From an optimization exercise on the open Yosys and OpenROAD flow, aimed at small area and few clock cycles; shortcuts taken in it are not production practice. At most, simulation tests tie the RTL to the original design; equivalence was not proved. Power figures rest on the tool's default switching activity, not on a simulated workload.

## gree_ir_codec
module gree_ir_codec (
    input  wire        clk,
    input  wire        rst,           
    input  wire        cmd_valid,
    output wire        cmd_ready,
    input  wire [31:0] cmd_word,
    input  wire [63:0] cmd_din,
    output wire        rsp_valid,
    output wire        rsp_illegal,
    output wire [63:0] rsp_val,
    output wire        tx_valid,
    input  wire        tx_ready,
    output wire        tx_mark,
    output wire [31:0] tx_dur,
    output wire [7:0]  rx_addr,
    input  wire [31:0] rx_data,
    input  wire [15:0] rx_len
);
    localparam [31:0] T_HDR_MARK   = 32'd9000;
    localparam [31:0] T_HDR_SPACE  = 32'd4500;
    localparam [31:0] T_BIT_MARK   = 32'd620;
    localparam [31:0] T_ONE_SPACE  = 32'd1600;
    localparam [31:0] T_ZERO_SPACE = 32'd540;
    localparam [31:0] T_GAP        = 32'd19000;
    localparam [31:0] T_MSG        = 32'd19000;
    localparam [63:0] RESET_IMAGE  = 64'h5000200050200900;
    localparam [31:0] HM_LO = ((T_HDR_MARK + 50) * 75) / 100;
    localparam [31:0] HM_HI = ((T_HDR_MARK + 50) * 125 + 99) / 100;
    localparam [31:0] BM_LO = ((T_BIT_MARK + 50) * 75) / 100;
  ...
For scale: about 1,100 cells after synthesis, ~260 I/O pins.
export LEC_CHECK = 0
export CAP_MARGIN = 20
export CORE_MARGIN = 2
export CORE_UTILIZATION = 50
export SLEW_MARGIN = 20
create_clock -name core_clock -period 6.0 [get_ports {clk}]
standard.sh (not shown) runs the stock make flow with config.mk's settings and CLKGATE_MAP_FILE= SYNTH_SCRIPT=/design/flow/synth_recipe.tcl, a recipe that flattens the netlist after the stock synthesis.
==> flow/flow/run.sh <==
#!/bin/bash
# Layout flow: the standard ORFS flow with three changes.
#  1. Synthesis maps the logic with an area-oriented ABC script (flow/abc_map.script)
#     in place of ORFS's delay-oriented one; everything else in synthesis is the
#     standard script, so the registers are the standard synthesis's.
#  2. Port buffers are sky130_fd_sc_hd__buf_1 cells.
#  3. CTS uses small clock buffers and no dummy loads.
# Each step's output goes to its own log file in this folder.
set -euo pipefail
W=$(pwd)
rm -rf "$W/scripts_area"
cp -r "$FLOW_HOME/scripts" "$W/scripts_area"
cp "$W/flow/abc_map.script" "$W/scripts_area/abc_speed.script"

bash "$W/standard.sh" "SCRIPTS_DIR=$W/scripts_area" synth > "$W/log_1_synth.txt" 2>&1
bash "$W/standard.sh" \
  "BUFFER_PORTS_ARGS=-buffer_cell sky130_fd_sc_hd__buf_1" \
  "CTS_ARGS=-sink_clustering_enable -repair_clock_nets -dont_use_dummy_load -buf_list sky130_fd_sc_hd__clkbuf_8" \
  finish > "$W/log_2_layout.txt" 2>&1
==> flow/flow/abc_map.script <==
&get -n
&st
&dch
&nf -R 1000
&put
mfs2
strash
&get -n
&dch
&nf -R 1000
&put
mfs2
strash
&get -n
&dch
&nf -R 1000
&put
mfs2
strash
&get -n
&dch
&nf -R 1000
&put
mfs2
strash
&get -n
&dch
&nf -R 1000
&put
topo
stime -c
The starting point finished clean.
Testbench counts at the start, summed over its fixed seeds: cycles 482,311.
Edit:
--- a/flow/design.v
+++ b/flow/design.v
@@ -181,21 +181,34 @@
     wire       c_hm   = (cnt == 8'd0);
     wire       c_hs   = (cnt == 8'd1);
     wire       c_mark = ~cnt[0];
     wire       c_data = cnt[0] && ((cnt >= 8'd3 && cnt <= 8'd65) || (cnt >= 8'd75 && cnt <= 8'd137));
     wire       c_zero = (cnt == 8'd67) || (cnt == 8'd71);
     wire       c_one  = (cnt == 8'd69);
     wire [6:0] m      = cnt[7:1];
     wire [1:0] u_lo   = {m[1] ~^ m[0], ~m[0]};                
     wire       u_b2   = m[2] ^ (m[1:0] == 2'd0);              
     wire       ck_nib = m[6] & (m[2:0] != 3'd0);              
-    wire       tx_bit    = rec[0];
+    wire [63:0] tx_tab;
+    genvar gm;
+    generate
+        for (gm = 0; gm < 64; gm = gm + 1) begin : g_tab
+            if (gm >= 1 && gm <= 32)
+                assign tx_tab[gm] = rec[gm - 1];
+            else if (gm >= 37)
+                assign tx_tab[gm] = rec[gm - 5];
+            else
+                assign tx_tab[gm] = 1'b0;
+        end
+    endgenerate
+    wire [7:0] tx_tab_hi = {3'd0, rec[63:59]};
+    wire       tx_bit    = m[6] ? tx_tab_hi[m[2:0]] : tx_tab[m[5:0]];
     reg [31:0] enc_dur;
     always @(*) begin
         if (c_hm)               enc_dur = T_HDR_MARK;
         else if (c_mark)        enc_dur = T_BIT_MARK;
         else if (c_hs)          enc_dur = T_HDR_SPACE;
         else if (c_data)        enc_dur = tx_bit ? T_ONE_SPACE : T_ZERO_SPACE;
         else if (c_zero)        enc_dur = T_ZERO_SPACE;
         else if (c_one)         enc_dur = T_ONE_SPACE;
         else                    enc_dur = T_GAP;
     end
@@ -307,22 +320,20 @@
             if (c_data)
                 dec_y <= {m_one, dec_y[63:1]};
             if (cs_bit)
             begin
                 acc   <= {cs_s, acc[3:1]};
                 acc_c <= cs_co;
             end
         end
         if (rst) begin
             rec <= RESET_IMAGE;
-        end else if (enc_act && tx_ready && c_data) begin
-            rec <= {rec[0], rec[63:1]};
         end else if (go) begin
             case (opc)
                 OP_RESET:     rec <= RESET_IMAGE;
                 OP_SET_RAW:   rec <= cmd_din;
                 OP_GET_RAW, OP_FIXUP, OP_SEND:
                               rec[63:60] <= cs_val;
                 OP_SET_POWER: begin
                     rec[3]  <= fa[0];
                     rec[19] <= fa[0];
                 end
Outcome: Now the flow completed, yet does not pass: negative setup slack; area after synthesis rose by 1.7%; clock-buffer cell count is unchanged; core utilization increases by 0.26 points; setup slack is worse by 0.32 ns; sequential share of layout area drops by 0.52 points; hold slack gets better by 0.021 ns; die area went up by 1.6%; fmax decreases by 5.3%; total power grows by 0.80%; combinational power is higher by about 4%.
The RTL of the second run of this note was laid out without a check of its function.


the baseline:
gree_ir_codec, a different RTL version from the one above (not shown whole).
Size in the first run: roughly 160 flip-flops, roughly 260 I/O pins, ~0.0098 mm² of cells after synthesis.
clock: 6.0 ns
lec_check: 0
cap_margin: 20
core_margin: 2
core_utilization: 50
slew_margin: 20
Scripts as last shown in full above: flow/flow/run.sh, flow/flow/abc_map.script
> inputs changed (the baseline -> the candidate)
--- a/flow/design.v
+++ b/flow/design.v
@@ -93,16 +93,20 @@
     reg [7:0]  cnt;           
     reg [15:0] num;           
     reg        nbw;           
     reg        nnz;           
     reg        strict;
     reg [3:0]  acc;           
     reg        acc_c;         
     reg        rsp_q;
+    reg        ill_q;
+    reg        sel_rec;
+    reg        sel_dec;
+    reg [6:0]  small_q;
     wire [7:0]  opc   = cmd_word[31:24];
     wire [7:0]  fa    = cmd_word[23:16];
     wire [7:0]  fb    = cmd_word[15:8];
     wire [7:0]  fc    = cmd_word[7:0];
     wire [15:0] imm16 = cmd_word[15:0];
     reg legal;
     always @(*) begin
         case (opc)
@@ -246,31 +250,32 @@
         else if (cnt == 8'd138) dec_next = 8'd1;
         else if (cnt == 8'd1)   dec_next = 8'd139;
         else if (cnt[2:0] == 3'b001) dec_next = cnt + 8'd10;
         else                    dec_next = cnt + 8'd2;
     end
     assign rx_addr = cnt;
     assign cmd_ready   = ~busy | enc_done;
     assign rsp_valid   = rsp_q | enc_done;
-    wire       ill_q   = num[7];
-    wire       sel_rec = num[8];
-    wire       sel_dec = num[9];
     assign rsp_illegal = ill_q;
     wire [63:0] dec_rec;
     genvar gk;
     generate
         for (gk = 0; gk < 64; gk = gk + 1) begin : g_unscr
             assign dec_rec[gk] = dec_y[ypos(gk)];
         end
     endgenerate
     assign rsp_val = ({64{sel_rec}} & rec) | ({64{sel_dec}} & dec_rec)
-                   | {57'd0, num[6:0]};
+                   | {57'd0, small_q};
     always @(posedge clk) begin
         rsp_q   <= (accept & ~(start_enc | start_dec)) | (dec_done & ~rst);
+        ill_q   <= accept & ~legal;
+        sel_rec <= go & (opc == OP_GET_RAW);
+        sel_dec <= go & (opc == OP_GET_DEC);
+        small_q   <= go ? small_d : {6'd0, dec_succ};
         if (rst) begin
             enc_act <= 1'b0;
             dec_act <= 1'b0;
         end else begin
             if (enc_done) enc_act <= 1'b0;
             if (dec_done) dec_act <= 1'b0;
             if (start_enc) enc_act <= 1'b1;
             if (start_dec) dec_act <= 1'b1;
@@ -294,28 +299,24 @@
                     nbw <= 1'b1;
                     nnz <= 1'b0;
                 end else begin
                     cnt <= cnt + 8'd1;
                 end
             end
         end else if (dec_act) begin
             cnt <= dec_next;
-            if (dec_done) num[9:0] <= {9'd0, dec_succ};
             if (c_data)
                 dec_y <= {m_one, dec_y[63:1]};
             if (cs_bit)
             begin
                 acc   <= {cs_s, acc[3:1]};
                 acc_c <= cs_co;
             end
         end
-        if (accept & ~(start_enc | start_dec))
-            num[9:0] <= {go & (opc == OP_GET_DEC), go & (opc == OP_GET_RAW),
-                         ~legal, go ? small_d : 7'd0};
         if (rst) begin
             rec <= RESET_IMAGE;
         end else if (enc_act && tx_ready && c_data) begin
             rec <= {rec[0], rec[63:1]};
         end else if (go) begin
             case (opc)
                 OP_RESET:     rec <= RESET_IMAGE;
                 OP_SET_RAW:   rec <= cmd_din;
[summary]
Against the baseline, the candidate comes in 0.014 ns lower on worst hold slack.
Proportion of total power due to net switching is lower on the candidate
Highest fanout seen on the critical path down 13 in the candidate wrt the baseline
Compared with the baseline, the candidate degrades cell area.
Fmax across the candidate and the baseline: no real change.
The higher global-route usage came out of the baseline.
The candidate: total power is 27 µW higher than what the baseline reported.
Of the candidate and the baseline, the lower relative contribution of combinational cells to total power belongs to the candidate.
Going from the baseline to the candidate, cell count moved up; wire length reported by the detailed router now sits lower; synthesized cell count higher; non-clock buffer count fell by about 0.75%.
The candidate reports a lower share of the clock period used by the worst path after layout than the baseline does.
Looking at destination of the critical timing path, the num[0] result is from the baseline; the small_q[0] one comes from the candidate.
Function was not checked in any run of this note: the RTL went through the layout flow alone.


== main ==
gree_ir_codec, a different RTL version from the one above (not shown whole).
Size in the first run: roughly 160 flip-flops, about 260 I/O pins, roughly 9700 sq um of cells after synthesis.
==> flow/config.mk <==
export PLATFORM = sky130hd
export DESIGN_NAME = gree_ir_codec
export DESIGN_NICKNAME = gree_ir_codec
export VERILOG_FILES = /design/flow/design.v
export SDC_FILE = /design/flow/constraint.sdc
export NUM_CORES = 4
export LEC_CHECK = 0
export CAP_MARGIN = 20
export CORE_MARGIN = 2
export CORE_UTILIZATION = 50
export SLEW_MARGIN = 20
==> flow/constraint.sdc <==
create_clock -name core_clock -period 6.0 [get_ports {clk}]
set_input_delay 1.2000 -clock core_clock [delete_from_list [all_inputs] [get_ports {clk}]]
set_output_delay 1.2000 -clock core_clock [all_outputs]
set_load 0.01 [all_outputs]
==> flow/flow/abc_map.script <==
&get -n
&st
&dch
&nf -R 1000
&put
mfs2
strash
&get -n
&st
&dch
&nf -R 1000
&put
mfs2
strash
&get -n
&st
&dch
&nf -R 1000
&put
mfs2
strash
&get -n
&st
&dch
&nf -R 1000
&put
mfs2
strash
&get -n
&st
&dch
&nf -R 1000
&put
mfs2
strash
&get -n
&st
&dch
&nf -R 1000
&put
mfs2
strash
&get -n
&dch
&nf -R 1000
&put
topo
stime -c
Scripts as last shown in full above: flow/flow/run.sh
Testbench counts of main, summed over its fixed seeds: cycles 482,311.
Changes in the feature branch relative to main:
-- flow/design.v --
<<< main, line 79
        begin
            if (k < 32) begin
                if (k[2] == 1'b0) ypos = (k / 8) * 4 + k % 4;             
                else              ypos = 32 + (k / 8) * 4 + k % 4;        
            end else begin
                if (k[2] == 1'b1) ypos = 16 + ((k - 32) / 8) * 4 + k % 4;  
                else              ypos = 48 + ((k - 32) / 8) * 4 + k % 4;  
            end
>>> the feature branch, line 79
        begin
            if (k < 32) begin
                if (k[2] == 1'b0) ypos = 16 + (k / 8) * 4 + k % 4;        
                else              ypos = 32 + (k / 8) * 4 + k % 4;        
            end else begin
                if (k[2] == 1'b1) ypos = ((k - 32) / 8) * 4 + k % 4;       
                else              ypos = 48 + ((k - 32) / 8) * 4 + k % 4;  
            end
<<< main, line 95
    reg        nbw;           
    reg        nnz;           
    reg [3:0]  acc;           
    reg        acc_c;         
    reg        rsp_q;
    wire [7:0]  opc   = cmd_word[31:24];
>>> the feature branch, line 95
    reg        nbw;           
    reg        nnz;           
    reg        rsp_q;
    wire [7:0]  opc   = cmd_word[31:24];
<<< main, line 230
    wire len_ok  = (rx_len >= 16'd139) && len_big &&
                   !(strict && num != 16'd64);
    wire cs_bad  = strict && (cnt == 8'd11) && (acc != 4'd0);
    wire dec_bad = ~len_ok | ~ent_ok | cs_bad;
    wire dec_end = (cnt == 8'd139) || (cnt == 8'd1 && rx_len < 16'd140);
    wire dec_done = dec_act & (dec_bad | dec_end);
>>> the feature branch, line 228
    wire len_ok  = (rx_len >= 16'd139) && len_big &&
                   !(strict && num != 16'd64);
    wire dec_first = cnt[6] & (cnt[5:0] == 6'd3);
    wire [3:0] acc   = num[3:0];
    wire       acc_c = num[4];
    wire cs_bad  = strict && (cnt == 8'd11) && (acc != 4'd0);
    wire dec_bad = (dec_first & ~len_ok) | ~ent_ok | cs_bad;
    wire dec_end = (cnt == 8'd139) || (cnt == 8'd1 && rx_len < 16'd140);
    wire dec_done = dec_act & (dec_bad | dec_end);
<<< main, line 242
    reg [7:0] dec_next;
    always @(*) begin
        if (cnt == 8'd137)      dec_next = 8'd11;
        else if (cnt == 8'd129) dec_next = 8'd0;
        else if (cnt == 8'd138) dec_next = 8'd1;
>>> the feature branch, line 243
    reg [7:0] dec_next;
    always @(*) begin
        if (cnt == 8'd137)      dec_next = 8'd3;
        else if (cnt == 8'd57)  dec_next = 8'd11;
        else if (cnt == 8'd129) dec_next = 8'd0;
        else if (cnt == 8'd138) dec_next = 8'd1;
<<< main, line 277
        end
        if (start_enc | start_dec) begin
            cnt    <= start_dec ? 8'd3 : 8'd0;
            num    <= imm16;
            nbw    <= start_dec & fa[0];
            nnz    <= 1'b0;
            acc    <= 4'd11;
        end else if (enc_act) begin
            if (enc_rot) begin
>>> the feature branch, line 279
        end
        if (start_enc | start_dec) begin
            cnt    <= start_dec ? 8'd67 : 8'd0;
            num    <= imm16;
            nbw    <= start_dec & fa[0];
            nnz    <= 1'b0;
        end else if (enc_act) begin
            if (enc_rot) begin
<<< main, line 299
        end else if (dec_act) begin
            cnt <= dec_next;
            if (dec_done) num[9:0] <= {9'd0, dec_succ};
            if (c_data)
                dec_y <= {m_one, dec_y[63:1]};
            if (cs_bit)
            begin
                acc   <= {cs_s, acc[3:1]};
                acc_c <= cs_co;
            end
        end
        if (accept & ~(start_enc | start_dec))
>>> the feature branch, line 300
        end else if (dec_act) begin
            cnt <= dec_next;
            if (c_data)
                dec_y <= {m_one, dec_y[63:1]};
            if (dec_first)
                num[4:0] <= {1'b0, 4'd11};
            if (cs_bit)
                num[4:0] <= {cs_co, cs_s, acc[3:1]};
            if (dec_done)
                num[9:0] <= {9'd0, dec_succ};
        end
        if (accept & ~(start_enc | start_dec))
[summary]
Every stage of the flow completed for the feature branch, and the final layout passed the timing, DRC and antenna checks. Core utilization: the feature branch higher than main. Max sequential group share of total power across the feature branch and main: main. Summary of the feature branch over main: combinational power share has decreased; area of the multi-input gates grew by 1.9%; smallest setup slack after layout shows a reduction of 360 ps.
Testbench counts of the feature branch, summed over its fixed seeds: cycles 481,055.

-- port drivers added, routing unchanged --
No port has a modelled driver above. Below, the same layouts with a new extraction and two added sets of constraints.
Step 1 sets driving cells, clkbuf_16 on the clock port and buf_2 on the other inputs (assumed; they add their load-dependent delay and slew).
Step 2 moves the port delays by t, midway between the first and last clock arrival at a register: inputs arrive t later, outputs are due t later. That takes back most of the time a late clock gives input paths.
Three values: ideal ports, drivers, drivers and shift; two values: the first two.
run | shift t [ns] | setup WS [ns] | hold slack, ns | worst slew at a driven data input, ns
the first run of note 1 | 0.495 | 0.282 / 0.302 / -0.193 | 0.427 / 0.427 / 0.427 | 0.06
the second run of note 1 | 0.493 | -0.041 / -0.041 / -0.534 | 0.448 / 0.448 / 0.448 | 0.07
the baseline | 0.486 | 0.307 / 0.323 / -0.163 | 0.453 / 0.453 / 0.453 | 0.07
the candidate | 0.491 | 0.319 / 0.334 / -0.157 | 0.438 / 0.438 / 0.438 | 0.08
main | 0.494 | 0.627 / 0.650 / 0.156 | 0.441 / 0.441 / 0.441 | 0.06
the feature branch | 0.504 | 0.268 / 0.282 / -0.223 | 0.451 / 0.451 / 0.451 | 0.08
With both steps, setup timing fails in the first run of note 1, the baseline, the candidate and the feature branch, where it was met with ideal ports. The setup slack of the second run of note 1, which loses most, moves by 0.000 ns with the drivers and by -0.493 ns with both steps.
